Background: an optimization exercise with open tools, aiming at small area, a short achievable clock period and few clock cycles per item. Do not read the settings as production practice. At most, simulation tests tie the RTL to the original design; equivalence was not proved. For runs 2 and 3, only the layout was checked, not whether the RTL still works. No activity file was given, so power comes from the tool's default toggle rates.

==> flow/design.v (outline; a module is shown in full before it is edited, if it fits) <==
// module chirp_correlator: 940 lines
// module csa_fa: 4 lines
// module chirp_radar_ranger: 214 lines
module chirp_radar_ranger (
    input  wire        clk,
    input  wire        rst,
    input  wire        key_valid,
    input  wire [7:0]  key_char,
    input  wire        in_valid,
    output wire        in_ready,
    input  wire [15:0] mic,
    input  wire [31:0] now,
    output reg         out_valid,
    input  wire        out_ready,
    output wire [15:0] out_left,
    output reg         out_last,
    output reg         ev_valid,
    output reg         ev_kind,       
    output reg  [7:0]  ev_char,
    output wire [5:0]  ev_index,
    output reg  [13:0] ev_dist,       
    output wire [27:0] ev_amp
);
  // ...
==> flow/flow/run.sh <==
#!/bin/bash
# The standard layout (the standard.sh: the standard synthesis,
# floorplan, placement, CTS, routing) at the design's clock period and
# constraints, with two settings passed on to ORFS:
#  - SETUP_SLACK_MARGIN: the resizer's setup repair aims for this much
#    slack, so it works the paths down towards the period the design can
#    reach rather than stopping once the design's period is met;
#  - BUFFER_PORTS_ARGS: the cell used for the buffer every port gets.
# The make output goes to standard_make.log; ORFS's own logs are kept under
# orfs/logs.
set -euo pipefail
MARGIN=$(cat flow/margin.txt)
PORTBUF=$(cat flow/portbuf.txt)
bash standard.sh "SETUP_SLACK_MARGIN=$MARGIN" "BUFFER_PORTS_ARGS=-buffer_cell $PORTBUF" finish > standard_make.log 2>&1
==> flow/flow/margin.txt <==
9.1
==> flow/flow/portbuf.txt <==
sky130_fd_sc_hd__buf_2
==> flow/standard.sh <==
#!/bin/bash
# synth_recipe.tcl (not shown) runs the flow's synth.tcl, then flattens the netlist and writes it again
# the make line also repeats each setting of config.mk as NAME=value (left out here)
make -C /OpenROAD-flow-scripts/flow DESIGN_CONFIG=/design/flow/config.mk WORK_HOME=/design/flow/orfs CLKGATE_MAP_FILE= SYNTH_SCRIPT=/design/flow/synth_recipe.tcl "${@:-finish}"
==> flow/config.mk <==
export PLATFORM = sky130hd
export DESIGN_NAME = chirp_radar_ranger
export DESIGN_NICKNAME = chirp_radar_ranger
export VERILOG_FILES = /design/flow/design.v
export SDC_FILE = /design/flow/constraint.sdc
export NUM_CORES = 4
export LEC_CHECK = 0
export CAP_MARGIN = 20
export CORE_MARGIN = 2
export CORE_UTILIZATION = 60
export CTS_CLUSTER_DIAMETER = 80
export CTS_CLUSTER_SIZE = 24
export SLEW_MARGIN = 20
export SYNTH_HIERARCHICAL = 1
==> flow/constraint.sdc <==
create_clock -name core_clock -period 13.0 [get_ports {clk}]
set_input_delay 2.6000 -clock core_clock [delete_from_list [all_inputs] [get_ports {clk}]]
set_output_delay 2.6000 -clock core_clock [all_outputs]
set_load 0.01 [all_outputs]
==> results.json, run 1 <==
{
  "antenna_found_initial": 4,
  "sh_seq_area_pct": 38.5,
  "grtUsageMet2_pct": 45.5,
  "path_buf_inv": 1,
  "clock_buffers": 51,
  "finalCritPeriodShare_pct": 29.6,
  "cts_buffer_depth": 3,
  "drive_above_1_share_pct": 12.9,
  "ff2ff_setup_slack_ns": 9.15,
  "stdcell_area_um2": 40200,
  "crit_end": "u_corr.p1_15_5$_DFF_P_",
  "grt_max_degree": 96,
  "synthDominantCellAreaShare_pct": 36.4,
  "power-top-group": "combinational cells",
  "gp_congestion": 0.925,
  "cpMostUsedCell": "fa_1",
  "dpl_worst_slack_ns": 8.45,
  "grt_pass1_wl_um": 129000,
  "hold_start": "u_corr.fl[1]$_SDFF_PP0_",
  "whs_path_depth": 2,
  "final_cell_mix": "fa_1 (667), dfxtp_1 (315), edfxtp_1 (304), inv_1 (249), ha_1 (151)",
  "cp.depth": 7,
  "p_comb_share_pct": 58.0,
  "finalMaxSlewViolations": 0,
  "synthesis.area_um2": 36800,
  "status": "complete, no violations"
}
Testbench counts, summed over its fixed seeds: cycles 32,776, items 32,768.
==> module chirp_radar_ranger, before the edit <==
module chirp_radar_ranger (
    input  wire        clk,
    input  wire        rst,
    input  wire        key_valid,
    input  wire [7:0]  key_char,
    input  wire        in_valid,
    output wire        in_ready,
    input  wire [15:0] mic,
    input  wire [31:0] now,
    output reg         out_valid,
    input  wire        out_ready,
    output wire [15:0] out_left,
    output reg         out_last,
    output reg         ev_valid,
    output reg         ev_kind,       
    output reg  [7:0]  ev_char,
    output wire [5:0]  ev_index,
    output reg  [13:0] ev_dist,       
    output wire [27:0] ev_amp
);
    localparam N          = 64;
    localparam R          = 16;
    localparam [23:0] TX_PERIOD_HI = 24'd1;    
    reg        rdy;             
    reg  [5:0] icnt;            
    assign in_ready = rdy;
    wire acc = in_valid && rdy;
    reg        v0;
    reg [15:0] mic0;
    reg [31:0] now0;
    reg        k0v;
    reg  [7:0] k0c;
    reg        key_pend;
    reg  [7:0] key_q;
    reg [31:0] next_tx;
    reg        armed;           
    reg  [5:0] zero_off;
    reg        blk_tx;          
    reg        blk_det;         
    reg        busy;            
    reg        recal_q;         
    reg        warn_q;          
    reg  [3:0] tail;            
    reg        tail_act;        
    reg        rep_v;           
    reg  [6:0] rep_rel;         
    wire first0 = (icnt == 6'd1);
    wire last0  = (icnt == 6'd0);
    wire lagok0 = (icnt >= R) || (icnt == 6'd0);      
    wire step   = v0 && first0;
    wire fired   = (now0 >= next_tx);
    wire det_now = armed && !fired;
    wire is_r    = (key_q == 8'h72);
    wire       tx_now  = step ? fired : blk_tx;
    reg  [7:0] chirp_n;         
    always @(*) begin
        case (icnt[3:0])
            4'd0:  chirp_n = 8'sd0;     4'd1:  chirp_n = 8'sd39;    4'd2:  chirp_n = 8'sd87;
            4'd3:  chirp_n = 8'sd119;   4'd4:  chirp_n = 8'sd92;    4'd5:  chirp_n = -8'sd9;
            4'd6:  chirp_n = -8'sd112;  4'd7:  chirp_n = -8'sd75;   4'd8:  chirp_n = 8'sd82;
            4'd9:  chirp_n = 8'sd86;    4'd10: chirp_n = -8'sd97;   4'd11: chirp_n = -8'sd35;
            4'd12: chirp_n = 8'sd118;   4'd13: chirp_n = -8'sd89;   4'd14: chirp_n = 8'sd8;
            default: chirp_n = 8'sd63;
        endcase
    end
    wire [7:0] left_nx = (tx_now && icnt < R) ? chirp_n : 8'd0;
    wire       last_nx = (icnt == N - 1);
    reg  [7:0] left_q;
    reg  [7:0] sk_left;
    reg        sk_last;
    assign out_left = {{8{left_q[7]}}, left_q};
    wire main_free = !out_valid || out_ready;
    always @(posedge clk) begin
        if (rst) begin
            rdy       <= 1'b0;
            out_valid <= 1'b0;
            icnt      <= 6'd0;
        end else begin
            rdy <= 1'b1;
            if (!rdy) begin
                if (main_free && out_valid) begin
                    left_q   <= sk_left;
                    out_last <= sk_last;
                end else if (out_valid) begin
                    rdy <= 1'b0;
                end
            end else if (acc) begin
                icnt <= icnt + 6'd1;
                if (main_free) begin
                    out_valid <= 1'b1;
                    left_q    <= left_nx;
                    out_last  <= last_nx;
                end else begin
                    sk_left <= left_nx;
                    sk_last <= last_nx;
                    rdy     <= 1'b0;
                end
            end else if (main_free) begin
                out_valid <= 1'b0;
            end
        end
    end
    always @(posedge clk) begin
        if (rst) begin
            v0  <= 1'b0;
            k0v <= 1'b0;
        end else begin
            v0  <= acc;
            k0v <= key_valid;
        end
        k0c  <= key_char;
        mic0 <= tail_nx ? 16'd0 : mic;
        now0 <= now;
    end
    wire        c_done;
    wire [5:0]  c_idx;
    wire [27:0] c_amp;
    wire        in_tail = tail_act;
    wire        tail_go = v0 && last0 && blk_det;
    wire        tail_nx = tail_go || (tail_act && tail != 4'd1);
    wire        c_shift = (v0 && (first0 || blk_det)) || in_tail;
    wire        c_lag   = (v0 && !first0 && blk_det && lagok0) || in_tail;
    wire        c_first = !in_tail && (icnt == R);
    wire        c_last  = (tail == 4'd1);
    assign ev_index = c_idx;
    assign ev_amp   = c_amp;
    chirp_correlator u_corr (
        .clk       (clk),
        .rst       (rst),
        .shift_en  (c_shift),
        .x         (mic0),
        .lag_v     (c_lag),
        .lag_first (c_first),
        .lag_last  (c_last),
        .done      (c_done),
        .best_idx  (c_idx),
        .best_amp  (c_amp)
    );
    always @(posedge clk) begin
        if (rst) begin
            key_pend  <= 1'b0;
            key_q     <= 8'd0;
            next_tx   <= 32'd0;
            armed     <= 1'b0;
            zero_off  <= 6'd0;
            blk_tx    <= 1'b0;
            blk_det   <= 1'b0;
            busy      <= 1'b0;
            recal_q   <= 1'b0;
            warn_q    <= 1'b0;
            tail      <= 4'd0;
            tail_act  <= 1'b0;
            rep_v     <= 1'b0;
            ev_valid  <= 1'b0;
        end else begin
            ev_valid <= 1'b0;
            rep_v    <= 1'b0;
            if (step) begin
                blk_tx  <= fired;
                blk_det <= det_now;
                armed   <= fired;
                if (fired)
                    next_tx <= {now0[31:8] + TX_PERIOD_HI, now0[7:0]};
                if (det_now)
                    busy <= 1'b1;
                if (key_pend && !is_r) begin
                    ev_char <= key_q;
                    if (busy)
                        warn_q <= 1'b1;
                    else begin
                        ev_valid <= 1'b1;
                        ev_kind  <= 1'b0;
                    end
                end
                if (key_pend && is_r) begin
                    if ((busy && !rep_v) || det_now)
                        recal_q <= 1'b1;
                    else
                        zero_off <= c_idx;
                end
            end
            tail_act <= tail_nx;
            if (tail_go)
                tail <= R - 1;
            else if (in_tail)
                tail <= tail - 4'd1;
            if (c_done) begin
                rep_v   <= 1'b1;
                rep_rel <= {1'b0, c_idx} - {1'b0, zero_off};
            end
            if (rep_v) begin
                busy      <= 1'b0;
                ev_valid  <= 1'b1;
                ev_kind   <= 1'b1;
                ev_dist   <= {{7{rep_rel[6]}}, rep_rel} * 14'd85;
                if (recal_q) begin
                    zero_off <= c_idx;
                    recal_q  <= 1'b0;
                end
            end
            if (warn_q && !busy) begin
                ev_valid <= 1'b1;
                ev_kind  <= 1'b0;
                warn_q   <= 1'b0;
            end
            if (k0v) begin
                key_pend <= 1'b1;
                key_q    <= k0c;
            end else if (step) begin
                key_pend <= 1'b0;
            end
        end
    end
endmodule
==> run 2, diff against run 1 <==
--- a/flow/design.v
+++ b/flow/design.v
@@ -645,275 +645,229 @@
     csa_fa fs1167 (.a(c1022), .b(c1024), .c(s1029), .s(s1167), .co(c1168));
     csa_fa fs1169 (.a(s1025), .b(s1027), .c(~s1031), .s(s1169), .co(c1170));
     csa_fa fs1171 (.a(c1026), .b(c1028), .c(s1033), .s(s1171), .co(c1172));
     csa_fa fs1173 (.a(c862), .b(c1030), .c(c1032), .s(s1173), .co(c1174));
     csa_fa fs1175 (.a(s1035), .b(s1039), .c(~s1037), .s(s1175), .co(c1176));
     csa_fa fs1177 (.a(c872), .b(c1034), .c(c1036), .s(s1177), .co(c1178));
     csa_fa fs1179 (.a(c1040), .b(s1041), .c(s1045), .s(s1179), .co(c1180));
     csa_fa fs1181 (.a(w12[15]), .b(c1038), .c(s1043), .s(s1181), .co(c1182));
-    csa_fa fs1183 (.a(p1_0_0), .b(p1_0_1), .c(p1_0_2), .s(s1183), .co(c1184));
-    csa_fa fs1185 (.a(p1_1_2), .b(p1_1_3), .c(p1_1_5), .s(s1185), .co(c1186));
-    assign s1187 = p1_1_0 ^ p1_1_1;
-    assign c1188 = p1_1_0 | p1_1_1;
-    csa_fa fs1189 (.a(p1_2_1), .b(p1_2_2), .c(p1_2_3), .s(s1189), .co(c1190));
-    csa_fa fs1191 (.a(~p1_2_0), .b(p1_2_4), .c(p1_2_5), .s(s1191), .co(c1192));
-    csa_fa fs1193 (.a(p1_3_0), .b(p1_3_1), .c(p1_3_2), .s(s1193), .co(c1194));
-    csa_fa fs1195 (.a(~p1_3_5), .b(p1_3_3), .c(p1_3_4), .s(s1195), .co(c1196));
-    csa_fa fs1197 (.a(p1_4_0), .b(p1_4_1), .c(p1_4_3), .s(s1197), .co(c1198));
-    csa_fa fs1199 (.a(p1_4_2), .b(p1_4_5), .c(~p1_4_4), .s(s1199), .co(c1200));
-    csa_fa fs1201 (.a(p1_5_0), .b(p1_5_1), .c(p1_5_4), .s(s1201), .co(c1202));
-    csa_fa fs1203 (.a(p1_5_2), .b(p1_5_3), .c(~p1_5_5), .s(s1203), .co(c1204));
-    csa_fa fs1205 (.a(p1_6_1), .b(p1_6_2), .c(p1_6_3), .s(s1205), .co(c1206));
-    csa_fa fs1207 (.a(p1_6_0), .b(p1_6_5), .c(~p1_6_4), .s(s1207), .co(c1208));
-    csa_fa fs1209 (.a(p1_7_0), .b(p1_7_1), .c(p1_7_3), .s(s1209), .co(c1210));
-    csa_fa fs1211 (.a(p1_7_2), .b(p1_7_5), .c(~p1_7_4), .s(s1211), .co(c1212));
-    csa_fa fs1213 (.a(p1_8_0), .b(p1_8_1), .c(p1_8_4), .s(s1213), .co(c1214));
-    csa_fa fs1215 (.a(p1_8_2), .b(p1_8_3), .c(~p1_8_5), .s(s1215), .co(c1216));
-    csa_fa fs1217 (.a(p1_9_1), .b(p1_9_2), .c(p1_9_4), .s(s1217), .co(c1218));
-    csa_fa fs1219 (.a(p1_9_0), .b(p1_9_3), .c(~p1_9_5), .s(s1219), .co(c1220));
-    csa_fa fs1221 (.a(p1_10_1), .b(p1_10_2), .c(p1_10_4), .s(s1221), .co(c1222));
-    csa_fa fs1223 (.a(p1_10_0), .b(p1_10_3), .c(~p1_10_5), .s(s1223), .co(c1224));
-    csa_fa fs1225 (.a(p1_11_1), .b(p1_11_2), .c(p1_11_4), .s(s1225), .co(c1226));
-    csa_fa fs1227 (.a(p1_11_0), .b(p1_11_3), .c(~p1_11_5), .s(s1227), .co(c1228));
-    csa_fa fs1229 (.a(p1_12_1), .b(p1_12_2), .c(p1_12_4), .s(s1229), .co(c1230));
-    csa_fa fs1231 (.a(p1_12_0), .b(p1_12_3), .c(~p1_12_5), .s(s1231), .co(c1232));
-    csa_fa fs1233 (.a(p1_13_1), .b(p1_13_2), .c(p1_13_4), .s(s1233), .co(c1234));
-    csa_fa fs1235 (.a(p1_13_0), .b(p1_13_3), .c(~p1_13_5), .s(s1235), .co(c1236));
-    csa_fa fs1237 (.a(p1_14_1), .b(p1_14_2), .c(p1_14_4), .s(s1237), .co(c1238));
-    csa_fa fs1239 (.a(p1_14_0), .b(p1_14_3), .c(~p1_14_5), .s(s1239), .co(c1240));
-    csa_fa fs1241 (.a(p1_15_1), .b(p1_15_2), .c(p1_15_4), .s(s1241), .co(c1242));
-    csa_fa fs1243 (.a(p1_15_0), .b(p1_15_3), .c(~p1_15_5), .s(s1243), .co(c1244));
-    csa_fa fs1245 (.a(p1_16_0), .b(p1_16_3), .c(p1_16_5), .s(s1245), .co(c1246));
-    csa_fa fs1247 (.a(p1_16_1), .b(p1_16_2), .c(p1_16_4), .s(s1247), .co(c1248));
-    csa_fa fs1249 (.a(p1_17_0), .b(p1_17_2), .c(p1_17_3), .s(s1249), .co(c1250));
-    csa_fa fs1251 (.a(p1_17_1), .b(p1_17_4), .c(p1_17_5), .s(s1251), .co(c1252));
-    csa_fa fs1253 (.a(p1_18_1), .b(p1_18_2), .c(p1_18_4), .s(s1253), .co(c1254));
-    csa_fa fs1255 (.a(p1_18_0), .b(p1_18_3), .c(~p1_18_5), .s(s1255), .co(c1256));
-    csa_fa fs1257 (.a(p1_19_0), .b(p1_19_3), .c(p1_19_5), .s(s1257), .co(c1258));
-    csa_fa fs1259 (.a(p1_19_1), .b(p1_19_2), .c(p1_19_4), .s(s1259), .co(c1260));
-    csa_fa fs1261 (.a(p1_20_0), .b(p1_20_2), .c(p1_20_3), .s(s1261), .co(c1262));
-    csa_fa fs1263 (.a(~p1_20_5), .b(p1_20_1), .c(p1_20_4), .s(s1263), .co(c1264));
-    csa_fa fs1265 (.a(p1_21_0), .b(p1_21_2), .c(p1_21_3), .s(s1265), .co(c1266));
-    csa_fa fs1267 (.a(~p1_21_5), .b(p1_21_1), .c(p1_21_4), .s(s1267), .co(c1268));
-    csa_fa fs1269 (.a(p1_22_0), .b(p1_22_2), .c(p1_22_3), .s(s1269), .co(c1270));
-    csa_fa fs1271 (.a(~p1_22_4), .b(p1_22_1), .c(p1_22_5), .s(s1271), .co(c1272));
-    csa_fa fs1273 (.a(p1_23_0), .b(p1_23_2), .c(p1_23_3), .s(s1273), .co(c1274));
-    csa_fa fs1275 (.a(~p1_23_4), .b(p1_23_1), .c(p1_23_5), .s(s1275), .co(c1276));
-    assign s1277 = p1_0_3 ^ p1_0_4;
-    assign c1278 = p1_0_3 | p1_0_4;
-    csa_fa fs1279 (.a(s1185), .b(s1187), .c(~p1_1_4), .s(s1279), .co(c1280));
-    csa_fa fs1281 (.a(c1188), .b(s1189), .c(s1191), .s(s1281), .co(c1282));
-    csa_fa fs1283 (.a(c1190), .b(c1192), .c(s1193), .s(s1283), .co(c1284));
-    csa_fa fs1285 (.a(c1194), .b(c1196), .c(s1197), .s(s1285), .co(c1286));
-    csa_fa fs1287 (.a(c1200), .b(s1203), .c(~c1198), .s(s1287), .co(c1288));
-    csa_fa fs1289 (.a(c1204), .b(s1207), .c(~c1202), .s(s1289), .co(c1290));
-    csa_fa fs1291 (.a(c1208), .b(s1211), .c(~c1206), .s(s1291), .co(c1292));
-    csa_fa fs1293 (.a(c1212), .b(s1215), .c(~c1210), .s(s1293), .co(c1294));
-    csa_fa fs1295 (.a(c1216), .b(s1219), .c(~c1214), .s(s1295), .co(c1296));
-    csa_fa fs1297 (.a(c1220), .b(s1223), .c(~c1218), .s(s1297), .co(c1298));
-    csa_fa fs1299 (.a(c1224), .b(s1227), .c(~c1222), .s(s1299), .co(c1300));
-    csa_fa fs1301 (.a(c1228), .b(s1231), .c(~c1226), .s(s1301), .co(c1302));
-    csa_fa fs1303 (.a(c1232), .b(s1235), .c(~c1230), .s(s1303), .co(c1304));
-    csa_fa fs1305 (.a(c1236), .b(s1239), .c(~c1234), .s(s1305), .co(c1306));
-    csa_fa fs1307 (.a(c1240), .b(s1243), .c(~c1238), .s(s1307), .co(c1308));
-    csa_fa fs1309 (.a(c1244), .b(s1245), .c(~c1242), .s(s1309), .co(c1310));
-    csa_fa fs1311 (.a(c1246), .b(s1249), .c(~c1248), .s(s1311), .co(c1312));
-    csa_fa fs1313 (.a(c1250), .b(s1255), .c(~c1252), .s(s1313), .co(c1314));
-    csa_fa fs1315 (.a(c1256), .b(s1257), .c(~c1254), .s(s1315), .co(c1316));
-    csa_fa fs1317 (.a(c1258), .b(s1261), .c(~c1260), .s(s1317), .co(c1318));
-    csa_fa fs1319 (.a(c1262), .b(s1265), .c(~c1264), .s(s1319), .co(c1320));
-    csa_fa fs1321 (.a(c1266), .b(s1269), .c(~c1268), .s(s1321), .co(c1322));
-    csa_fa fs1323 (.a(c1270), .b(s1273), .c(~c1272), .s(s1323), .co(c1324));
-    assign s1325 = ~c1274;
-    assign c1326 = c1274;
-    assign s1327 = s1277 ^ p1_0_5;
-    assign c1328 = s1277 & ~p1_0_5;
-    csa_fa fs1329 (.a(~s1279), .b(c1184), .c(c1278), .s(s1329), .co(c1330));
-    csa_fa fs1331 (.a(c1186), .b(c1280), .c(~s1281), .s(s1331), .co(c1332));
-    csa_fa fs1333 (.a(s1195), .b(c1282), .c(s1283), .s(s1333), .co(c1334));
-    csa_fa fs1335 (.a(~s1199), .b(c1284), .c(s1285), .s(s1335), .co(c1336));
-    csa_fa fs1337 (.a(~s1287), .b(s1201), .c(c1286), .s(s1337), .co(c1338));
-    csa_fa fs1339 (.a(c1288), .b(s1289), .c(~s1205), .s(s1339), .co(c1340));
-    csa_fa fs1341 (.a(c1290), .b(s1291), .c(~s1209), .s(s1341), .co(c1342));
-    csa_fa fs1343 (.a(c1292), .b(s1293), .c(~s1213), .s(s1343), .co(c1344));
-    csa_fa fs1345 (.a(c1294), .b(s1295), .c(~s1217), .s(s1345), .co(c1346));
-    csa_fa fs1347 (.a(c1296), .b(s1297), .c(~s1221), .s(s1347), .co(c1348));
-    csa_fa fs1349 (.a(c1298), .b(s1299), .c(~s1225), .s(s1349), .co(c1350));
-    csa_fa fs1351 (.a(c1300), .b(s1301), .c(~s1229), .s(s1351), .co(c1352));
-    csa_fa fs1353 (.a(c1302), .b(s1303), .c(~s1233), .s(s1353), .co(c1354));
-    csa_fa fs1355 (.a(c1304), .b(s1305), .c(~s1237), .s(s1355), .co(c1356));
-    csa_fa fs1357 (.a(c1306), .b(s1307), .c(~s1241), .s(s1357), .co(c1358));
-    csa_fa fs1359 (.a(c1308), .b(s1309), .c(~s1247), .s(s1359), .co(c1360));
-    csa_fa fs1361 (.a(c1310), .b(s1311), .c(~s1251), .s(s1361), .co(c1362));
-    csa_fa fs1363 (.a(c1312), .b(s1313), .c(~s1253), .s(s1363), .co(c1364));
-    csa_fa fs1365 (.a(c1314), .b(s1315), .c(~s1259), .s(s1365), .co(c1366));
-    csa_fa fs1367 (.a(c1316), .b(s1317), .c(~s1263), .s(s1367), .co(c1368));
-    csa_fa fs1369 (.a(c1318), .b(s1319), .c(~s1267), .s(s1369), .co(c1370));
-    csa_fa fs1371 (.a(c1320), .b(s1321), .c(~s1271), .s(s1371), .co(c1372));
-    csa_fa fs1373 (.a(c1322), .b(s1323), .c(~s1275), .s(s1373), .co(c1374));
-    csa_fa fs1375 (.a(c1324), .b(s1325), .c(~c1276), .s(s1375), .co(c1376));
-    reg p1_0_0, p1_0_1, p1_0_2, p1_0_3, p1_0_4, p1_0_5, p1_1_0, p1_1_1, p1_1_2, p1_1_3, p1_1_4, p1_1_5, p1_2_0, p1_2_1, p1_2_2, p1_2_3, p1_2_4, p1_2_5, p1_3_0, p1_3_1, p1_3_2, p1_3_3, p1_3_4, p1_3_5, p1_4_0, p1_4_1, p1_4_2, p1_4_3, p1_4_4, p1_4_5, p1_5_0, p1_5_1, p1_5_2, p1_5_3, p1_5_4, p1_5_5, p1_6_0, p1_6_1, p1_6_2, p1_6_3, p1_6_4, p1_6_5, p1_7_0, p1_7_1, p1_7_2, p1_7_3, p1_7_4, p1_7_5, p1_8_0, p1_8_1, p1_8_2, p1_8_3, p1_8_4, p1_8_5, p1_9_0, p1_9_1, p1_9_2, p1_9_3, p1_9_4, p1_9_5, p1_10_0, p1_10_1, p1_10_2, p1_10_3, p1_10_4, p1_10_5, p1_11_0, p1_11_1, p1_11_2, p1_11_3, p1_11_4, p1_11_5, p1_12_0, p1_12_1, p1_12_2, p1_12_3, p1_12_4, p1_12_5, p1_13_0, p1_13_1, p1_13_2, p1_13_3, p1_13_4, p1_13_5, p1_14_0, p1_14_1, p1_14_2, p1_14_3, p1_14_4, p1_14_5, p1_15_0, p1_15_1, p1_15_2, p1_15_3, p1_15_4, p1_15_5, p1_16_0, p1_16_1, p1_16_2, p1_16_3, p1_16_4, p1_16_5, p1_17_0, p1_17_1, p1_17_2, p1_17_3, p1_17_4, p1_17_5, p1_18_0, p1_18_1, p1_18_2, p1_18_3, p1_18_4, p1_18_5, p1_19_0, p1_19_1, p1_19_2, p1_19_3, p1_19_4, p1_19_5, p1_20_0, p1_20_1, p1_20_2, p1_20_3, p1_20_4, p1_20_5, p1_21_0, p1_21_1, p1_21_2, p1_21_3, p1_21_4, p1_21_5, p1_22_0, p1_22_1, p1_22_2, p1_22_3, p1_22_4, p1_22_5, p1_23_0, p1_23_1, p1_23_2, p1_23_3, p1_23_4, p1_23_5;
+    csa_fa fs1183 (.a(w10[0]), .b(w11[0]), .c(w13[0]), .s(s1183), .co(c1184));
+    csa_fa fs1185 (.a(c1050), .b(s1051), .c(s1055), .s(s1185), .co(c1186));
+    assign s1187 = s877 ^ c1048;
+    assign c1188 = s877 | c1048;
+    csa_fa fs1189 (.a(c1054), .b(c1056), .c(s1057), .s(s1189), .co(c1190));
+    csa_fa fs1191 (.a(~c1052), .b(s1059), .c(s1061), .s(s1191), .co(c1192));
+    csa_fa fs1193 (.a(c1058), .b(c1060), .c(c1062), .s(s1193), .co(c1194));
+    csa_fa fs1195 (.a(~s1067), .b(s1063), .c(s1065), .s(s1195), .co(c1196));
+    csa_fa fs1197 (.a(c1064), .b(c1066), .c(s1069), .s(s1197), .co(c1198));
+    csa_fa fs1199 (.a(c1068), .b(s1073), .c(~s1071), .s(s1199), .co(c1200));
+    csa_fa fs1201 (.a(c1070), .b(c1072), .c(s1077), .s(s1201), .co(c1202));
+    csa_fa fs1203 (.a(c1074), .b(s1075), .c(~s1079), .s(s1203), .co(c1204));
+    csa_fa fs1205 (.a(c1078), .b(c1080), .c(s1081), .s(s1205), .co(c1206));
+    csa_fa fs1207 (.a(c1076), .b(s1085), .c(~s1083), .s(s1207), .co(c1208));
+    csa_fa fs1209 (.a(c1082), .b(c1084), .c(s1087), .s(s1209), .co(c1210));
+    csa_fa fs1211 (.a(c1086), .b(s1091), .c(~s1089), .s(s1211), .co(c1212));
+    csa_fa fs1213 (.a(c1088), .b(c1090), .c(s1095), .s(s1213), .co(c1214));
+    csa_fa fs1215 (.a(c1092), .b(s1093), .c(~s1097), .s(s1215), .co(c1216));
+    csa_fa fs1217 (.a(c1096), .b(c1098), .c(s1101), .s(s1217), .co(c1218));
+    csa_fa fs1219 (.a(c1094), .b(s1099), .c(~s1103), .s(s1219), .co(c1220));
+    csa_fa fs1221 (.a(c1102), .b(c1104), .c(s1107), .s(s1221), .co(c1222));
+    csa_fa fs1223 (.a(c1100), .b(s1105), .c(~s1109), .s(s1223), .co(c1224));
+    csa_fa fs1225 (.a(c1108), .b(c1110), .c(s1113), .s(s1225), .co(c1226));
+    csa_fa fs1227 (.a(c1106), .b(s1111), .c(~s1115), .s(s1227), .co(c1228));
+    csa_fa fs1229 (.a(c1114), .b(c1116), .c(s1119), .s(s1229), .co(c1230));
+    csa_fa fs1231 (.a(c1112), .b(s1117), .c(~s1121), .s(s1231), .co(c1232));
+    csa_fa fs1233 (.a(c1120), .b(c1122), .c(s1125), .s(s1233), .co(c1234));
+    csa_fa fs1235 (.a(c1118), .b(s1123), .c(~s1127), .s(s1235), .co(c1236));
+    csa_fa fs1237 (.a(c1126), .b(c1128), .c(s1131), .s(s1237), .co(c1238));
+    csa_fa fs1239 (.a(c1124), .b(s1129), .c(~s1133), .s(s1239), .co(c1240));
+    csa_fa fs1241 (.a(c1132), .b(c1134), .c(s1137), .s(s1241), .co(c1242));
+    csa_fa fs1243 (.a(c1130), .b(s1135), .c(~s1139), .s(s1243), .co(c1244));
+    csa_fa fs1245 (.a(c1136), .b(s1141), .c(s1145), .s(s1245), .co(c1246));
+    csa_fa fs1247 (.a(c1138), .b(c1140), .c(s1143), .s(s1247), .co(c1248));
+    csa_fa fs1249 (.a(c1142), .b(c1146), .c(s1147), .s(s1249), .co(c1250));
+    csa_fa fs1251 (.a(c1144), .b(s1149), .c(s1151), .s(s1251), .co(c1252));
+    csa_fa fs1253 (.a(c1150), .b(c1152), .c(s1155), .s(s1253), .co(c1254));
+    csa_fa fs1255 (.a(c1148), .b(s1153), .c(~s1157), .s(s1255), .co(c1256));
+    csa_fa fs1257 (.a(c1154), .b(s1159), .c(s1163), .s(s1257), .co(c1258));
+    csa_fa fs1259 (.a(c1156), .b(c1158), .c(s1161), .s(s1259), .co(c1260));
+    csa_fa fs1261 (.a(c1160), .b(c1164), .c(s1165), .s(s1261), .co(c1262));
+    csa_fa fs1263 (.a(~s1169), .b(c1162), .c(s1167), .s(s1263), .co(c1264));
+    csa_fa fs1265 (.a(c1166), .b(c1170), .c(s1171), .s(s1265), .co(c1266));
+    csa_fa fs1267 (.a(~s1175), .b(c1168), .c(s1173), .s(s1267), .co(c1268));
+    csa_fa fs1269 (.a(c1172), .b(c1176), .c(s1177), .s(s1269), .co(c1270));
+    csa_fa fs1271 (.a(~s1179), .b(c1174), .c(s1181), .s(s1271), .co(c1272));
+    csa_fa fs1273 (.a(c1042), .b(c1046), .c(c1178), .s(s1273), .co(c1274));
+    csa_fa fs1275 (.a(~c1180), .b(c1044), .c(c1182), .s(s1275), .co(c1276));
+    assign s1277 = p1_0_0 ^ p1_0_1;
+    assign c1278 = p1_0_0 | p1_0_1;
+    csa_fa fs1279 (.a(p1_1_2), .b(p1_1_3), .c(~p1_1_0), .s(s1279), .co(c1280));
+    csa_fa fs1281 (.a(p1_2_1), .b(p1_2_2), .c(p1_2_3), .s(s1281), .co(c1282));
+    csa_fa fs1283 (.a(p1_3_0), .b(p1_3_1), .c(p1_3_2), .s(s1283), .co(c1284));
+    csa_fa fs1285 (.a(p1_4_0), .b(p1_4_1), .c(p1_4_2), .s(s1285), .co(c1286));
+    csa_fa fs1287 (.a(p1_5_1), .b(p1_5_3), .c(~p1_5_0), .s(s1287), .co(c1288));
+    csa_fa fs1289 (.a(p1_6_1), .b(p1_6_3), .c(~p1_6_0), .s(s1289), .co(c1290));
+    csa_fa fs1291 (.a(p1_7_1), .b(p1_7_3), .c(~p1_7_0), .s(s1291), .co(c1292));
+    csa_fa fs1293 (.a(p1_8_1), .b(p1_8_3), .c(~p1_8_0), .s(s1293), .co(c1294));
+    csa_fa fs1295 (.a(p1_9_1), .b(p1_9_3), .c(~p1_9_0), .s(s1295), .co(c1296));
+    csa_fa fs1297 (.a(p1_10_1), .b(p1_10_3), .c(~p1_10_0), .s(s1297), .co(c1298));
+    csa_fa fs1299 (.a(p1_11_1), .b(p1_11_3), .c(~p1_11_0), .s(s1299), .co(c1300));
+    csa_fa fs1301 (.a(p1_12_1), .b(p1_12_3), .c(~p1_12_0), .s(s1301), .co(c1302));
+    csa_fa fs1303 (.a(p1_13_1), .b(p1_13_3), .c(~p1_13_0), .s(s1303), .co(c1304));
+    csa_fa fs1305 (.a(p1_14_1), .b(p1_14_3), .c(~p1_14_0), .s(s1305), .co(c1306));
+    csa_fa fs1307 (.a(p1_15_1), .b(p1_15_3), .c(~p1_15_0), .s(s1307), .co(c1308));
+    csa_fa fs1309 (.a(p1_16_1), .b(p1_16_2), .c(~p1_16_0), .s(s1309), .co(c1310));
+    csa_fa fs1311 (.a(p1_17_0), .b(p1_17_2), .c(~p1_17_1), .s(s1311), .co(c1312));
+    csa_fa fs1313 (.a(p1_18_0), .b(p1_18_3), .c(~p1_18_1), .s(s1313), .co(c1314));
+    csa_fa fs1315 (.a(p1_19_1), .b(p1_19_2), .c(~p1_19_0), .s(s1315), .co(c1316));
+    csa_fa fs1317 (.a(p1_20_0), .b(p1_20_2), .c(~p1_20_1), .s(s1317), .co(c1318));
+    csa_fa fs1319 (.a(p1_21_0), .b(p1_21_2), .c(~p1_21_1), .s(s1319), .co(c1320));
+    csa_fa fs1321 (.a(p1_22_0), .b(p1_22_2), .c(~p1_22_1), .s(s1321), .co(c1322));
+    csa_fa fs1323 (.a(p1_23_0), .b(p1_23_2), .c(~p1_23_1), .s(s1323), .co(c1324));
+    assign s1325 = ~p1_24_1;
+    assign c1326 = p1_24_1;
+    assign s1327 = s1277 ^ p1_0_2;
+    assign c1328 = s1277 & ~p1_0_2;
+    csa_fa fs1329 (.a(~s1279), .b(p1_1_1), .c(c1278), .s(s1329), .co(c1330));
+    csa_fa fs1331 (.a(p1_2_0), .b(c1280), .c(~s1281), .s(s1331), .co(c1332));
+    csa_fa fs1333 (.a(p1_3_3), .b(c1282), .c(s1283), .s(s1333), .co(c1334));
+    csa_fa fs1335 (.a(~p1_4_3), .b(c1284), .c(s1285), .s(s1335), .co(c1336));
+    csa_fa fs1337 (.a(~s1287), .b(p1_5_2), .c(c1286), .s(s1337), .co(c1338));
+    csa_fa fs1339 (.a(c1288), .b(s1289), .c(~p1_6_2), .s(s1339), .co(c1340));
+    csa_fa fs1341 (.a(c1290), .b(s1291), .c(~p1_7_2), .s(s1341), .co(c1342));
+    csa_fa fs1343 (.a(c1292), .b(s1293), .c(~p1_8_2), .s(s1343), .co(c1344));
+    csa_fa fs1345 (.a(c1294), .b(s1295), .c(~p1_9_2), .s(s1345), .co(c1346));
+    csa_fa fs1347 (.a(c1296), .b(s1297), .c(~p1_10_2), .s(s1347), .co(c1348));
+    csa_fa fs1349 (.a(c1298), .b(s1299), .c(~p1_11_2), .s(s1349), .co(c1350));
+    csa_fa fs1351 (.a(c1300), .b(s1301), .c(~p1_12_2), .s(s1351), .co(c1352));
+    csa_fa fs1353 (.a(c1302), .b(s1303), .c(~p1_13_2), .s(s1353), .co(c1354));
+    csa_fa fs1355 (.a(c1304), .b(s1305), .c(~p1_14_2), .s(s1355), .co(c1356));
+    csa_fa fs1357 (.a(c1306), .b(s1307), .c(~p1_15_2), .s(s1357), .co(c1358));
+    csa_fa fs1359 (.a(c1308), .b(s1309), .c(~p1_16_3), .s(s1359), .co(c1360));
+    csa_fa fs1361 (.a(c1310), .b(s1311), .c(~p1_17_3), .s(s1361), .co(c1362));
+    csa_fa fs1363 (.a(c1312), .b(s1313), .c(~p1_18_2), .s(s1363), .co(c1364));
+    csa_fa fs1365 (.a(c1314), .b(s1315), .c(~p1_19_3), .s(s1365), .co(c1366));
+    csa_fa fs1367 (.a(c1316), .b(s1317), .c(~p1_20_3), .s(s1367), .co(c1368));
+    csa_fa fs1369 (.a(c1318), .b(s1319), .c(~p1_21_3), .s(s1369), .co(c1370));
+    csa_fa fs1371 (.a(c1320), .b(s1321), .c(~p1_22_3), .s(s1371), .co(c1372));
+    csa_fa fs1373 (.a(c1322), .b(s1323), .c(~p1_23_3), .s(s1373), .co(c1374));
+    csa_fa fs1375 (.a(c1324), .b(s1325), .c(~p1_24_2), .s(s1375), .co(c1376));
+    reg p1_0_0, p1_0_1, p1_0_2, p1_0_3, p1_1_0, p1_1_1, p1_1_2, p1_1_3, p1_2_0, p1_2_1, p1_2_2, p1_2_3, p1_3_0, p1_3_1, p1_3_2, p1_3_3, p1_4_0, p1_4_1, p1_4_2, p1_4_3, p1_5_0, p1_5_1, p1_5_2, p1_5_3, p1_6_0, p1_6_1, p1_6_2, p1_6_3, p1_7_0, p1_7_1, p1_7_2, p1_7_3, p1_8_0, p1_8_1, p1_8_2, p1_8_3, p1_9_0, p1_9_1, p1_9_2, p1_9_3, p1_10_0, p1_10_1, p1_10_2, p1_10_3, p1_11_0, p1_11_1, p1_11_2, p1_11_3, p1_12_0, p1_12_1, p1_12_2, p1_12_3, p1_13_0, p1_13_1, p1_13_2, p1_13_3, p1_14_0, p1_14_1, p1_14_2, p1_14_3, p1_15_0, p1_15_1, p1_15_2, p1_15_3, p1_16_0, p1_16_1, p1_16_2, p1_16_3, p1_17_0, p1_17_1, p1_17_2, p1_17_3, p1_18_0, p1_18_1, p1_18_2, p1_18_3, p1_19_0, p1_19_1, p1_19_2, p1_19_3, p1_20_0, p1_20_1, p1_20_2, p1_20_3, p1_21_0, p1_21_1, p1_21_2, p1_21_3, p1_22_0, p1_22_1, p1_22_2, p1_22_3, p1_23_0, p1_23_1, p1_23_2, p1_23_3, p1_24_1, p1_24_2;
     always @(posedge clk) begin
-        p1_0_0 <= w10[0];
-        p1_0_1 <= w11[0];
-        p1_0_2 <= w13[0];
-        p1_0_3 <= w15[0];
-        p1_0_4 <= s1047;
-        p1_0_5 <= s1049;
-        p1_1_0 <= s877;
-        p1_1_1 <= c1048;
-        p1_1_2 <= c1050;
-        p1_1_3 <= s1051;
-        p1_1_4 <= s1053;
-        p1_1_5 <= s1055;
-        p1_2_0 <= c1052;
-        p1_2_1 <= c1054;
-        p1_2_2 <= c1056;
-        p1_2_3 <= s1057;
-        p1_2_4 <= s1059;
-        p1_2_5 <= s1061;
-        p1_3_0 <= c1058;
-        p1_3_1 <= c1060;
-        p1_3_2 <= c1062;
-        p1_3_3 <= s1063;
-        p1_3_4 <= s1065;
-        p1_3_5 <= s1067;
-        p1_4_0 <= c1064;
-        p1_4_1 <= c1066;
-        p1_4_2 <= c1068;
-        p1_4_3 <= s1069;
-        p1_4_4 <= s1071;
-        p1_4_5 <= s1073;
-        p1_5_0 <= c1070;
-        p1_5_1 <= c1072;
-        p1_5_2 <= c1074;
-        p1_5_3 <= s1075;
-        p1_5_4 <= s1077;
-        p1_5_5 <= s1079;
-        p1_6_0 <= c1076;
-        p1_6_1 <= c1078;
-        p1_6_2 <= c1080;
-        p1_6_3 <= s1081;
-        p1_6_4 <= s1083;
-        p1_6_5 <= s1085;
-        p1_7_0 <= c1082;
-        p1_7_1 <= c1084;
-        p1_7_2 <= c1086;
-        p1_7_3 <= s1087;
-        p1_7_4 <= s1089;
-        p1_7_5 <= s1091;
-        p1_8_0 <= c1088;
-        p1_8_1 <= c1090;
-        p1_8_2 <= c1092;
-        p1_8_3 <= s1093;
-        p1_8_4 <= s1095;
-        p1_8_5 <= s1097;
-        p1_9_0 <= c1094;
-        p1_9_1 <= c1096;
-        p1_9_2 <= c1098;
-        p1_9_3 <= s1099;
-        p1_9_4 <= s1101;
-        p1_9_5 <= s1103;
-        p1_10_0 <= c1100;
-        p1_10_1 <= c1102;
-        p1_10_2 <= c1104;
-        p1_10_3 <= s1105;
-        p1_10_4 <= s1107;
-        p1_10_5 <= s1109;
-        p1_11_0 <= c1106;
-        p1_11_1 <= c1108;
-        p1_11_2 <= c1110;
-        p1_11_3 <= s1111;
-        p1_11_4 <= s1113;
-        p1_11_5 <= s1115;
-        p1_12_0 <= c1112;
-        p1_12_1 <= c1114;
-        p1_12_2 <= c1116;
-        p1_12_3 <= s1117;
-        p1_12_4 <= s1119;
-        p1_12_5 <= s1121;
-        p1_13_0 <= c1118;
-        p1_13_1 <= c1120;
-        p1_13_2 <= c1122;
-        p1_13_3 <= s1123;
-        p1_13_4 <= s1125;
-        p1_13_5 <= s1127;
-        p1_14_0 <= c1124;
-        p1_14_1 <= c1126;
-        p1_14_2 <= c1128;
-        p1_14_3 <= s1129;
-        p1_14_4 <= s1131;
-        p1_14_5 <= s1133;
-        p1_15_0 <= c1130;
-        p1_15_1 <= c1132;
-        p1_15_2 <= c1134;
-        p1_15_3 <= s1135;
-        p1_15_4 <= s1137;
-        p1_15_5 <= s1139;
-        p1_16_0 <= c1136;
-        p1_16_1 <= c1138;
-        p1_16_2 <= c1140;
-        p1_16_3 <= s1141;
-        p1_16_4 <= s1143;
-        p1_16_5 <= s1145;
-        p1_17_0 <= c1142;
-        p1_17_1 <= c1144;
-        p1_17_2 <= c1146;
-        p1_17_3 <= s1147;
-        p1_17_4 <= s1149;
-        p1_17_5 <= s1151;
-        p1_18_0 <= c1148;
-        p1_18_1 <= c1150;
-        p1_18_2 <= c1152;
-        p1_18_3 <= s1153;
-        p1_18_4 <= s1155;
-        p1_18_5 <= s1157;
-        p1_19_0 <= c1154;
-        p1_19_1 <= c1156;
-        p1_19_2 <= c1158;
-        p1_19_3 <= s1159;
-        p1_19_4 <= s1161;
-        p1_19_5 <= s1163;
-        p1_20_0 <= c1160;
-        p1_20_1 <= c1162;
-        p1_20_2 <= c1164;
-        p1_20_3 <= s1165;
-        p1_20_4 <= s1167;
-        p1_20_5 <= s1169;
-        p1_21_0 <= c1166;
-        p1_21_1 <= c1168;
-        p1_21_2 <= c1170;
-        p1_21_3 <= s1171;
-        p1_21_4 <= s1173;
-        p1_21_5 <= s1175;
-        p1_22_0 <= c1172;
-        p1_22_1 <= c1174;
-        p1_22_2 <= c1176;
-        p1_22_3 <= s1177;
-        p1_22_4 <= s1179;
-        p1_22_5 <= s1181;
-        p1_23_0 <= c1042;
-        p1_23_1 <= c1044;
-        p1_23_2 <= c1046;
-        p1_23_3 <= c1178;
-        p1_23_4 <= c1180;
-        p1_23_5 <= c1182;
+        p1_0_0 <= w15[0];
+        p1_0_1 <= s1047;
+        p1_0_2 <= s1049;
+        p1_0_3 <= s1183;
+        p1_1_0 <= s1053;
+        p1_1_1 <= c1184;
+        p1_1_2 <= s1185;
+        p1_1_3 <= s1187;
+        p1_2_0 <= c1186;
+        p1_2_1 <= c1188;
+        p1_2_2 <= s1189;
+        p1_2_3 <= s1191;
+        p1_3_0 <= c1190;
+        p1_3_1 <= c1192;
+        p1_3_2 <= s1193;
+        p1_3_3 <= s1195;
+        p1_4_0 <= c1194;
+        p1_4_1 <= c1196;
+        p1_4_2 <= s1197;
+        p1_4_3 <= s1199;
+        p1_5_0 <= c1198;
+        p1_5_1 <= c1200;
+        p1_5_2 <= s1201;
+        p1_5_3 <= s1203;
+        p1_6_0 <= c1202;
+        p1_6_1 <= c1204;
+        p1_6_2 <= s1205;
+        p1_6_3 <= s1207;
+        p1_7_0 <= c1206;
+        p1_7_1 <= c1208;
+        p1_7_2 <= s1209;
+        p1_7_3 <= s1211;
+        p1_8_0 <= c1210;
+        p1_8_1 <= c1212;
+        p1_8_2 <= s1213;
+        p1_8_3 <= s1215;
+        p1_9_0 <= c1214;
+        p1_9_1 <= c1216;
+        p1_9_2 <= s1217;
+        p1_9_3 <= s1219;
+        p1_10_0 <= c1218;
+        p1_10_1 <= c1220;
+        p1_10_2 <= s1221;
+        p1_10_3 <= s1223;
+        p1_11_0 <= c1222;
+        p1_11_1 <= c1224;
+        p1_11_2 <= s1225;
+        p1_11_3 <= s1227;
+        p1_12_0 <= c1226;
+        p1_12_1 <= c1228;
+        p1_12_2 <= s1229;
+        p1_12_3 <= s1231;
+        p1_13_0 <= c1230;
+        p1_13_1 <= c1232;
+        p1_13_2 <= s1233;
+        p1_13_3 <= s1235;
+        p1_14_0 <= c1234;
+        p1_14_1 <= c1236;
+        p1_14_2 <= s1237;
+        p1_14_3 <= s1239;
+        p1_15_0 <= c1238;
+        p1_15_1 <= c1240;
+        p1_15_2 <= s1241;
+        p1_15_3 <= s1243;
+        p1_16_0 <= c1242;
+        p1_16_1 <= c1244;
+        p1_16_2 <= s1245;
+        p1_16_3 <= s1247;
+        p1_17_0 <= c1246;
+        p1_17_1 <= c1248;
+        p1_17_2 <= s1249;
+        p1_17_3 <= s1251;
+        p1_18_0 <= c1250;
+        p1_18_1 <= c1252;
+        p1_18_2 <= s1253;
+        p1_18_3 <= s1255;
+        p1_19_0 <= c1254;
+        p1_19_1 <= c1256;
+        p1_19_2 <= s1257;
+        p1_19_3 <= s1259;
+        p1_20_0 <= c1258;
+        p1_20_1 <= c1260;
+        p1_20_2 <= s1261;
+        p1_20_3 <= s1263;
+        p1_21_0 <= c1262;
+        p1_21_1 <= c1264;
+        p1_21_2 <= s1265;
+        p1_21_3 <= s1267;
+        p1_22_0 <= c1266;
+        p1_22_1 <= c1268;
+        p1_22_2 <= s1269;
+        p1_22_3 <= s1271;
+        p1_23_0 <= c1270;
+        p1_23_1 <= c1272;
+        p1_23_2 <= s1273;
+        p1_23_3 <= s1275;
+        p1_24_1 <= c1274;
+        p1_24_2 <= c1276;
     end
     reg [1:0] fv, ff, fl;
     always @(posedge clk) begin
         if (rst) begin
             fv <= 0; ff <= 0; fl <= 0;
         end else begin
             fv <= {fv[0:0], lag_v};
             ff <= {ff[0:0], lag_first};
             fl <= {fl[0:0], lag_last};
         end
     end
-    wire [26:0] ra = {1'b1, c1326, c1374, c1372, c1370, c1368, c1366, c1364, c1362, c1360, c1358, c1356, c1354, c1352, c1350, c1348, c1346, c1344, c1342, c1340, ~c1338, ~c1336, ~c1334, c1332, ~c1330, c1328, ~s1183};
+    wire [26:0] ra = {1'b1, c1326, c1374, c1372, c1370, c1368, c1366, c1364, c1362, c1360, c1358, c1356, c1354, c1352, c1350, c1348, c1346, c1344, c1342, c1340, ~c1338, ~c1336, ~c1334, c1332, ~c1330, c1328, ~p1_0_3};
     wire [26:0] rb = {1'b0, c1376, s1375, s1373, s1371, s1369, s1367, s1365, s1363, s1361, s1359, s1357, s1355, s1353, s1351, s1349, s1347, s1345, s1343, s1341, s1339, ~s1337, ~s1335, ~s1333, s1331, ~s1329, ~s1327};
     reg  [26:0] corr;
     always @(posedge clk)
         corr <= ra + rb;
     wire        s   = corr[26];
     wire [25:0] w   = corr[25:0] ^ {26{s}};
     wire [25:0] mag = w + {25'd0, s};
     reg  [25:0] amp;
@@ -966,41 +920,37 @@
     localparam R          = 16;
     localparam [23:0] TX_PERIOD_HI = 24'd1;    
     reg        rdy;             
     reg  [5:0] icnt;            
     assign in_ready = rdy;
     wire acc = in_valid && rdy;
     reg        v0;
     reg [15:0] mic0;
-    reg [31:0] now0;
-    reg        k0v;
-    reg  [7:0] k0c;
     reg        key_pend;
     reg  [7:0] key_q;
     reg [31:0] next_tx;
     reg        armed;           
     reg  [5:0] zero_off;
     reg        blk_tx;          
     reg        blk_det;         
     reg        busy;            
     reg        recal_q;         
     reg        warn_q;          
     reg  [3:0] tail;            
     reg        tail_act;        
     reg        rep_v;           
     reg  [6:0] rep_rel;         
-    wire first0 = (icnt == 6'd1);
     wire last0  = (icnt == 6'd0);
     wire lagok0 = (icnt >= R) || (icnt == 6'd0);      
-    wire step   = v0 && first0;
-    wire fired   = (now0 >= next_tx);
+    wire step   = acc && (icnt == 6'd0);
+    wire fired   = (now >= next_tx);
     wire det_now = armed && !fired;
     wire is_r    = (key_q == 8'h72);
-    wire       tx_now  = step ? fired : blk_tx;
+    wire       tx_now  = blk_tx;
     reg  [7:0] chirp_n;         
     always @(*) begin
         case (icnt[3:0])
             4'd0:  chirp_n = 8'sd0;     4'd1:  chirp_n = 8'sd39;    4'd2:  chirp_n = 8'sd87;
             4'd3:  chirp_n = 8'sd119;   4'd4:  chirp_n = 8'sd92;    4'd5:  chirp_n = -8'sd9;
             4'd6:  chirp_n = -8'sd112;  4'd7:  chirp_n = -8'sd75;   4'd8:  chirp_n = 8'sd82;
             4'd9:  chirp_n = 8'sd86;    4'd10: chirp_n = -8'sd97;   4'd11: chirp_n = -8'sd35;
             4'd12: chirp_n = 8'sd118;   4'd13: chirp_n = -8'sd89;   4'd14: chirp_n = 8'sd8;
@@ -1040,35 +990,30 @@
                     rdy     <= 1'b0;
                 end
             end else if (main_free) begin
                 out_valid <= 1'b0;
             end
         end
     end
     always @(posedge clk) begin
-        if (rst) begin
-            v0  <= 1'b0;
-            k0v <= 1'b0;
-        end else begin
-            v0  <= acc;
-            k0v <= key_valid;
-        end
-        k0c  <= key_char;
+        if (rst)
+            v0 <= 1'b0;
+        else
+            v0 <= acc;
         mic0 <= tail_nx ? 16'd0 : mic;
-        now0 <= now;
     end
     wire        c_done;
     wire [5:0]  c_idx;
     wire [27:0] c_amp;
     wire        in_tail = tail_act;
     wire        tail_go = v0 && last0 && blk_det;
     wire        tail_nx = tail_go || (tail_act && tail != 4'd1);
-    wire        c_shift = (v0 && (first0 || blk_det)) || in_tail;
-    wire        c_lag   = (v0 && !first0 && blk_det && lagok0) || in_tail;
+    wire        c_shift = (v0 && blk_det) || in_tail;
+    wire        c_lag   = (v0 && blk_det && lagok0) || in_tail;
     wire        c_first = !in_tail && (icnt == R);
     wire        c_last  = (tail == 4'd1);
     assign ev_index = c_idx;
     assign ev_amp   = c_amp;
     chirp_correlator u_corr (
         .clk       (clk),
         .rst       (rst),
         .shift_en  (c_shift),
@@ -1099,17 +1044,17 @@
         end else begin
             ev_valid <= 1'b0;
             rep_v    <= 1'b0;
             if (step) begin
                 blk_tx  <= fired;
                 blk_det <= det_now;
                 armed   <= fired;
                 if (fired)
-                    next_tx <= {now0[31:8] + TX_PERIOD_HI, now0[7:0]};
+                    next_tx <= {now[31:8] + TX_PERIOD_HI, now[7:0]};
                 if (det_now)
                     busy <= 1'b1;
                 if (key_pend && !is_r) begin
                     ev_char <= key_q;
                     if (busy)
                         warn_q <= 1'b1;
                     else begin
                         ev_valid <= 1'b1;
@@ -1142,17 +1087,17 @@
                     recal_q  <= 1'b0;
                 end
             end
             if (warn_q && !busy) begin
                 ev_valid <= 1'b1;
                 ev_kind  <= 1'b0;
                 warn_q   <= 1'b0;
             end
-            if (k0v) begin
+            if (key_valid) begin
                 key_pend <= 1'b1;
-                key_q    <= k0c;
+                key_q    <= key_char;
             end else if (step) begin
                 key_pend <= 1'b0;
             end
         end
     end
 endmodule
==> flow/flow/margin.txt (replaced) <==
9.3
==> flow/config.mk (replaced) <==
export PLATFORM = sky130hd
export DESIGN_NAME = chirp_radar_ranger
export DESIGN_NICKNAME = chirp_radar_ranger
export VERILOG_FILES = /design/flow/design.v
export SDC_FILE = /design/flow/constraint.sdc
export NUM_CORES = 4
export LEC_CHECK = 0
export CAP_MARGIN = 20
export CORE_MARGIN = 2
export CORE_UTILIZATION = 40
export CTS_CLUSTER_DIAMETER = 80
export CTS_CLUSTER_SIZE = 24
export SLEW_MARGIN = 20
export SYNTH_HIERARCHICAL = 1
==> results.json, run 2 <==
{
  "setup-tns-final_ns": 0,
  "critPathCaptureType": "flop",
  "drive_above_1_share_pct": 24.9,
  "port_buffers": 135,
  "cpMostUsedCell": "fa_2",
  "synth_seq_area_share_pct": 39.2,
  "grt_overflow": 0,
  "relSlewSlack_pct": 25.6,
  "slowest_delay_ns": 0.61,
  "leakage_nw": 15.6,
  "synthesis.area_um2": 35000,
  "synthToLayoutAreaGrowth_pct": 17.5,
  "wirelength_um": 90800,
  "clkSlewWorstSetupHoldPaths_ns": 0.09,
  "fin_nets": 3530,
  "slowest_stage": "fa_2",
  "final_common_cell": "fa_1",
  "yosysUniqueCellTypes": 76,
  "post-synth-top-count-cell": "fa_1",
  "via_per_inst": 5.12,
  "finalMaxSlewViolations": 0,
  "worstMarginPinSlew_ns": 1.12,
  "rows": 108,
  "critPathRequiredTime_ns": 13.54,
  "dpl_worst_slack_ns": 7.69,
  "grt_pass1_wl_um": 138000,
  "r2r-start": "u_corr.win[1][10]$_DFFE_PP_",
  "dp_hpwl_um": 70400,
  "first_global_vias": 21700,
  "numCtsBuffers": 36,
  "synthDominantCellAreaShare_pct": 38.2,
  "ff2ff_setup_slack_ns": 8.74,
  "root_buffer": "clkbuf_16",
  "die_height_um": 300,
  "htreeDepth": 2,
  "cp.depth": 9,
  "fin_ws_ns": 8.74,
  "drt-initial-drc-count": 1548,
  "crit_fanout": 2,
  "ys_ff_latch": 534,
  "final_cell_mix": "fa_1 (543), edfxtp_1 (304), inv_1 (233), dfxtp_1 (220), fa_2 (126)",
  "track_usage_pct": 20.6,
  "hold_start": "u_corr.fl[1]$_SDFF_PP0_",
  "min_to": "u_corr.done$_SDFF_PP0_",
  "finalCritPeriodShare_pct": 32.8,
  "fin_worst_skew_ns": 0.0239,
  "core_um2": 86800,
  "drtPass1Iterations": 5,
  "drc": 0,
  "setup_viol": 0,
  "path_cells": "fa_2 > fa_2 > fa_2 > fa_2 > fa_2 > inv_2 > fa_2 > inv_2 > fa_2",
  "io_pins": 138,
  "finalHoldViolCount": 0,
  "die_area_um2": 90000,
  "wl_per_cell_um": 23.7,
  "crit_type": "flop to flop",
  "largest_registers": "u_corr.win x224, next_tx x32, u_corr.corr x27",
  "synth.avg_cell_area_um2": 14.8,
  "top_register": "u_corr.win",
  "synth_ff_type": "edfxtp_1",
  "clock.fmax_mhz": 235,
  "worstSkewPairLatency_ns": 0.60,
  "path_buf_inv": 2,
  "cts_buffer_depth": 3,
  "die_w_um": 300,
  "rsz0062_at_grt": "yes",
  "rr_worst_depth": 9,
  "hp-class": "flop to flop",
  "synth-edff-count": 304,
  "whs_path_depth": 2,
  "max-vdd-ir-drop_mv": 0.149,
  "timing.rr.end": "u_corr.p1_15_3$_DFF_P_",
  "via_count": 19600,
  "cp.arrival_ns": 4.79,
  "seq_area_um2": 13800,
  "status": "complete, no violations",
  "gp_congestion": 0.927,
  "ys_warn_count": 9,
  "async_flop_share_pct": 0,
  "synth_area_leader_cell": "fa_1",
  "largest_reg_flops": 224,
  "cts.sinks": 534,
  "powerDensity_nw_per_um2": 133,
  "ctsHoldBuffers": 0,
  "postSynthCellCount": 2373,
  "synthTopCellsByArea": "fa_1 (38%), edfxtp_1 (26%), dfxtp_1 (13%)",
  "critPathLaunchType": "flop",
  "min_period_ns": 4.26,
  "critPathTopFamily": "adder cells",
  "antenna_found_initial": 2,
  "ant_nets": 0,
  "grt_max_degree": 102,
  "yosys-top-cells-count": "fa_1 (669), edfxtp_1 (304), inv_1 (250)",
  "fillCellCount": 7530,
  "multi_input_area_um2": 21400,
  "start_util_pct": 40.4,
  "cts_tree": "yes",
  "max_cap_violations": 0
}
-- run 2: kinds of logic (layout without fill, tap and decap cells) --
kind of cell	after synthesis	after routing	synth area share (%)
flops	534	534	39.2
fa+ha+maj	823	823	43.7
simple gates	355	356	5.22
compound gates	207	207	4.25
xor+xnor	117	117	2.93
buf+inv	293	592	3.39
mux	43	43	1.27
other cells	1	3	0.0107
-- run 2: report_power, final --
part	internal [mW]	switching [mW]	total, mW
Combinational	0.959	1.22	2.18
Clock	0.561	0.683	1.24
Sequential	1.94	0.0932	2.04
-- run 2: cell type report --
class	count	area share, %
timing repair buffer	276	5.72
clock inverter	24	0.709
antenna	1	0.00608
sequential	534	33.5
tap	1155	3.51
clock buffer	42	2.27
inverter	250	2.30
multi-input combinational	1548	52.0
-- run 2: worst max-delay path by stage --
stage | start | to | slack [ns]
6_report | u_corr.win[1][10]$_DFFE_PP_ | u_corr.p1_15_3$_DFF_P_ | 8.74
5_1_grt | u_corr.win[2][15]$_DFFE_PP_ | u_corr.p1_15_3$_DFF_P_ | 8.68
4_1_cts | u_corr.win[1][10]$_DFFE_PP_ | u_corr.p1_15_3$_DFF_P_ | 8.74
3_5_place_dp | now[29] | next_tx[2]$_SDFFE_PP0P_ | 7.69
3_3_place_gp | now[29] | next_tx[3]$_SDFFE_PP0P_ | 7.78
2_1_floorplan | now[14] | zero_off[0]$_SDFF_PP0_ | 8.61
-- run 2: layer usage --
layer / vias to the layer above / global-route usage, % / share of wire, %
met3: 116 / 3.32 / 6.3
li1: 8408 / - / -
met1: 10400 / 28.6 / 43
met2: 666 / 34.1 / 48
met5: - / 0 / 0
met4: 0 / 5.07 / 2.2
-- run 2: through the flow --
| stage | utilization (%) | std cells | hold WS, ns | total power, mW | instance area (um^2) |
|---|---|---|---|---|---|
| floorplan | - | 2374 | 0.361 | 3.61 | 35600 |
| global placement | 43.2 | 3626 | 0.423 | 4.03 | 37500 |
| detailed placement | 43.2 | 3626 | 0.424 | 4.09 | 37500 |
| CTS | 46.8 | 3804 | 0.427 | 5.44 | 40600 |
| global route | 47.4 | 3830 | 0.452 | 5.83 | 41100 |
| finish | 47.4 | 3830 | 0.428 | 5.46 | 41100 |
-- run 2: worst register-to-register path: stages (launching register included) --
cell and delay, ns:
edfxtp_1 0.47, fa_2 0.61, fa_2 0.45, fa_2 0.54, fa_2 0.44, fa_2 0.54
inv_2 0.06, fa_2 0.53, inv_2 0.04, fa_2 0.51
-- run 2: per-module statistics from Yosys, one instance, submodules excluded --
module	area [um^2]	flops+latches	times used
chirp_correlator	14300	394	1
chirp_radar_ranger	7530	140	1
csa_fa	20.0	0	660
-- run 2: timing repair --
action,4_1_cts,5_1_grt
setup endpoints to repair,220,201
gates resized for setup,255,92
pin swaps,64,58
cloned,8,0
buffers inserted,104,25
==> run 3, diff against run 2 <==
--- a/flow/config.mk
+++ b/flow/config.mk
@@ -8,7 +8,7 @@
 export CAP_MARGIN = 20
 export CORE_MARGIN = 2
 export CORE_UTILIZATION = 40
-export CTS_CLUSTER_DIAMETER = 80
-export CTS_CLUSTER_SIZE = 24
+export CTS_CLUSTER_DIAMETER = 60
+export CTS_CLUSTER_SIZE = 30
 export SLEW_MARGIN = 20
 export SYNTH_HIERARCHICAL = 1
==> results.json, run 3 <==
{
  "status": "complete, no violations",
  "wl_per_cell_um": 23.5,
  "drtPass1Iterations": 5,
  "async_flop_share_pct": 0,
  "yosysUniqueCellTypes": 76,
  "antenna_found_initial": 4,
  "p_total_mw": 5.87,
  "setup_viol": 0,
  "synth_area_leader_cell": "fa_1",
  "timing.rr.end": "u_corr.p1_15_3$_DFF_P_",
  "track_usage_pct": 20.7,
  "die_w_um": 300,
  "rows": 108,
  "powerDensity_nw_per_um2": 140,
  "grt_overflow": 0,
  "drt-initial-drc-count": 1452,
  "rr_worst_depth": 10,
  "yosys-top-cells-count": "fa_1 (669), edfxtp_1 (304), inv_1 (250)",
  "cp.arrival_ns": 4.85,
  "synthDominantCellAreaShare_pct": 38.2,
  "largest_registers": "u_corr.win x224, next_tx x32, u_corr.corr x27",
  "hold_start": "u_corr.fl[1]$_SDFF_PP0_",
  "port_buffers": 135,
  "hold_slack_ns": 0.437,
  "max-vdd-ir-drop_mv": 0.163,
  "ys_warn_count": 9,
  "dp_hpwl_um": 70400,
  "leakage_nw": 15.9,
  "start_util_pct": 40.4,
  "grt_pass1_wl_um": 138000,
  "critPathRequiredTime_ns": 13.57,
  "finalHoldViolCount": 0,
  "fin_ws_ns": 8.71,
  "crit_fanout": 2,
  "critPathLaunchType": "flop",
  "clkSlewWorstSetupHoldPaths_ns": 0.08,
  "hp-class": "flop to flop",
  "min_to": "u_corr.done$_SDFF_PP0_",
  "top_register": "u_corr.win",
  "worstSkewPairLatency_ns": 0.64,
  "drive_above_1_share_pct": 26.2,
  "first_global_vias": 22000,
  "wirelength_um": 90900,
  "synth-edff-count": 304,
  "cts_buffer_depth": 3,
  "clock.fmax_mhz": 233,
  "synth.avg_cell_area_um2": 14.8,
  "relSlewSlack_pct": 25.8,
  "numCtsBuffers": 53,
  "whs_path_depth": 2,
  "ff2ff_setup_slack_ns": 8.71,
  "die_height_um": 300,
  "synthToLayoutAreaGrowth_pct": 19.8,
  "core_um2": 86800,
  "final_common_cell": "fa_1",
  "dpl_worst_slack_ns": 7.69,
  "gp_congestion": 0.927,
  "fin_worst_skew_ns": 0.0333,
  "stdcell_area_um2": 42000,
  "drc": 0,
  "finalCritPeriodShare_pct": 33.0,
  "cts_tree": "yes",
  "finalMaxSlewViolations": 0,
  "r2r-start": "u_corr.win[1][10]$_DFFE_PP_",
  "crit_type": "flop to flop",
  "synth_ff_type": "edfxtp_1",
  "cts.sinks": 534,
  "synthTopCellsByArea": "fa_1 (38%), edfxtp_1 (26%), dfxtp_1 (13%)",
  "place_area_um2": 37500,
  "final_cell_mix": "fa_1 (544), edfxtp_1 (304), inv_1 (232), dfxtp_1 (220), buf_4 (132)",
  "grt_max_degree": 102,
  "rsz0062_at_grt": "yes",
  "die_area_um2": 90000,
  "io_pins": 138,
  "setup-tns-final_ns": 0,
  "ys_ff_latch": 534,
  "ant_nets": 0,
  "root_buffer": "clkbuf_16",
  "synthesis.area_um2": 35000,
  "fin_nets": 3559,
  "min_period_ns": 4.29,
  "max_cap_violations": 0,
  "via_count": 19800,
  "post-synth-top-count-cell": "fa_1",
  "synth_seq_area_share_pct": 39.2,
  "critPathCaptureType": "flop",
  "worstMarginPinSlew_ns": 1.11,
  "ctsHoldBuffers": 0,
  "largest_reg_flops": 224,
  "htreeDepth": 2,
  "via_per_inst": 5.12,
  "postSynthCellCount": 2373
}
## run 3: cell count changes in the layout (fill, tap and decap cells not counted), sizes merged
| cell | change |
|---|---|
| inv | +10 |
| buf | +11 |
| clkinvlp | +1 |
| bufinv | +1 |
| clkbuf | +20 |
| clkinv | +3 |
## run 3: power breakdown
part	internal, mW	switching (mW)	leakage [nW]	total [mW]
Clock	0.871	0.789	0.934	1.66
Sequential	1.95	0.0927	4.66	2.04
Combinational	0.958	1.21	10.3	2.17
Total	3.77	2.09	15.9	5.87
## run 3: how the worst max path moves through the flow
stage               depth (start not counted)  slack, ns                       to                         from
finish                                     10       8.71   u_corr.p1_15_3$_DFF_P_  u_corr.win[1][10]$_DFFE_PP_
global route                                9       8.68   u_corr.p1_15_3$_DFF_P_  u_corr.win[1][10]$_DFFE_PP_
CTS                                         9       8.73   u_corr.p1_15_3$_DFF_P_  u_corr.win[1][10]$_DFFE_PP_
detailed placement                         10       7.69  next_tx[2]$_SDFFE_PP0P_                      now[29]
global placement                           10       7.78  next_tx[3]$_SDFFE_PP0P_                      now[29]
floorplan                                   9       8.61   zero_off[0]$_SDFF_PP0_                      now[14]
## run 3: repair_timing
item	in CTS	in global routing
cloned	8	1
buffers inserted	106	34
pin swaps	86	83
gates resized for setup	254	93
setup endpoints to repair	220	200
endpoints found under the hold margin	0	0
## run 3: cell type report
cell class	count	area, um^2
Sequential cell	534	13800
Multi-Input combinational cell	1548	21400
Tap cell	1155	1450
Clock buffer	61	1430
Timing Repair Buffer	288	2450
Clock inverter	39	488
Inverter	250	948
Fill cell	7428	44800
Antenna cell	1	2.50
## run 3: through the flow
stage,utilization [%],std cells
2_1_floorplan,-,2374
3_3_place_gp,43.2,3626
3_5_place_dp,43.2,3626
4_1_cts,47.6,3840
5_1_grt,48.4,3876
6_report,48.4,3876
## run 3: cells by family after synthesis
group,synth area share (%)
fa+ha+maj,43.7
flops,39.2
simple gates,5.22
buf+inv,3.39
compound gates,4.25
xor+xnor,2.93
mux,1.27
other cells,0.0107
## run 3: critical path, stage by stage (launching register included)
cell	delay, ns
edfxtp_1	0.48
buf_4	0.19
fa_1	0.42
fa_2	0.36
fa_2	0.57
fa_2	0.47
fa_2	0.59
inv_2	0.06
fa_2	0.53
inv_2	0.04
fa_2	0.51
## run 3: Yosys stat by module (local to each module, per instance)
module / copies in the design / cell area (um^2) / cells
chirp_correlator: 1 / 14300 / 985
chirp_radar_ranger: 1 / 7530 / 728
csa_fa: 660 / 20.0 / 1
## run 3: metal layers
metal | global-route usage (%) | routed length, um | vias to the layer above
met5 | 0 | 13 | -
met4 | 5.32 | 2350 | 2
met3 | 3.64 | 5810 | 144
met2 | 34.1 | 43900 | 708
met1 | 28.4 | 38800 | 10500
li1 | - | - | 8492

[port drivers added, routing unchanged]
The results above use ideal ports. As a check the final layouts listed here were re-extracted and re-timed, cells and wires unchanged.
Step 1, drivers: a clkbuf_16 drives clk and a buf_2 each remaining input, both assumed.
Step 2 moves the port delays by t, midway between the first and last clock arrival at a register: inputs arrive t later, outputs are due t later. That takes back most of the time a late clock gives input paths.
Slacks: ideal / step 1 / step 2; pairs: ideal / step 1.
run	t (ns)	setup WS [ns]	slew at the worst register clock pin (ns)	worst data-port slew with drivers (ns)	cell pins on the clock port's net
run 1	0.649	9.151 / 9.095 / 8.731	0.10 / 0.10	0.04	1
run 2	0.662	8.742 / 8.742 / 8.115	0.10 / 0.10	0.07	1
run 3	0.691	8.713 / 8.713 / 8.179	0.08 / 0.08	0.07	1
After both steps every run listed still meets setup and hold. The setup slack of run 2, which loses most, moves by 0.000 ns with the drivers and by -0.627 ns with both steps.
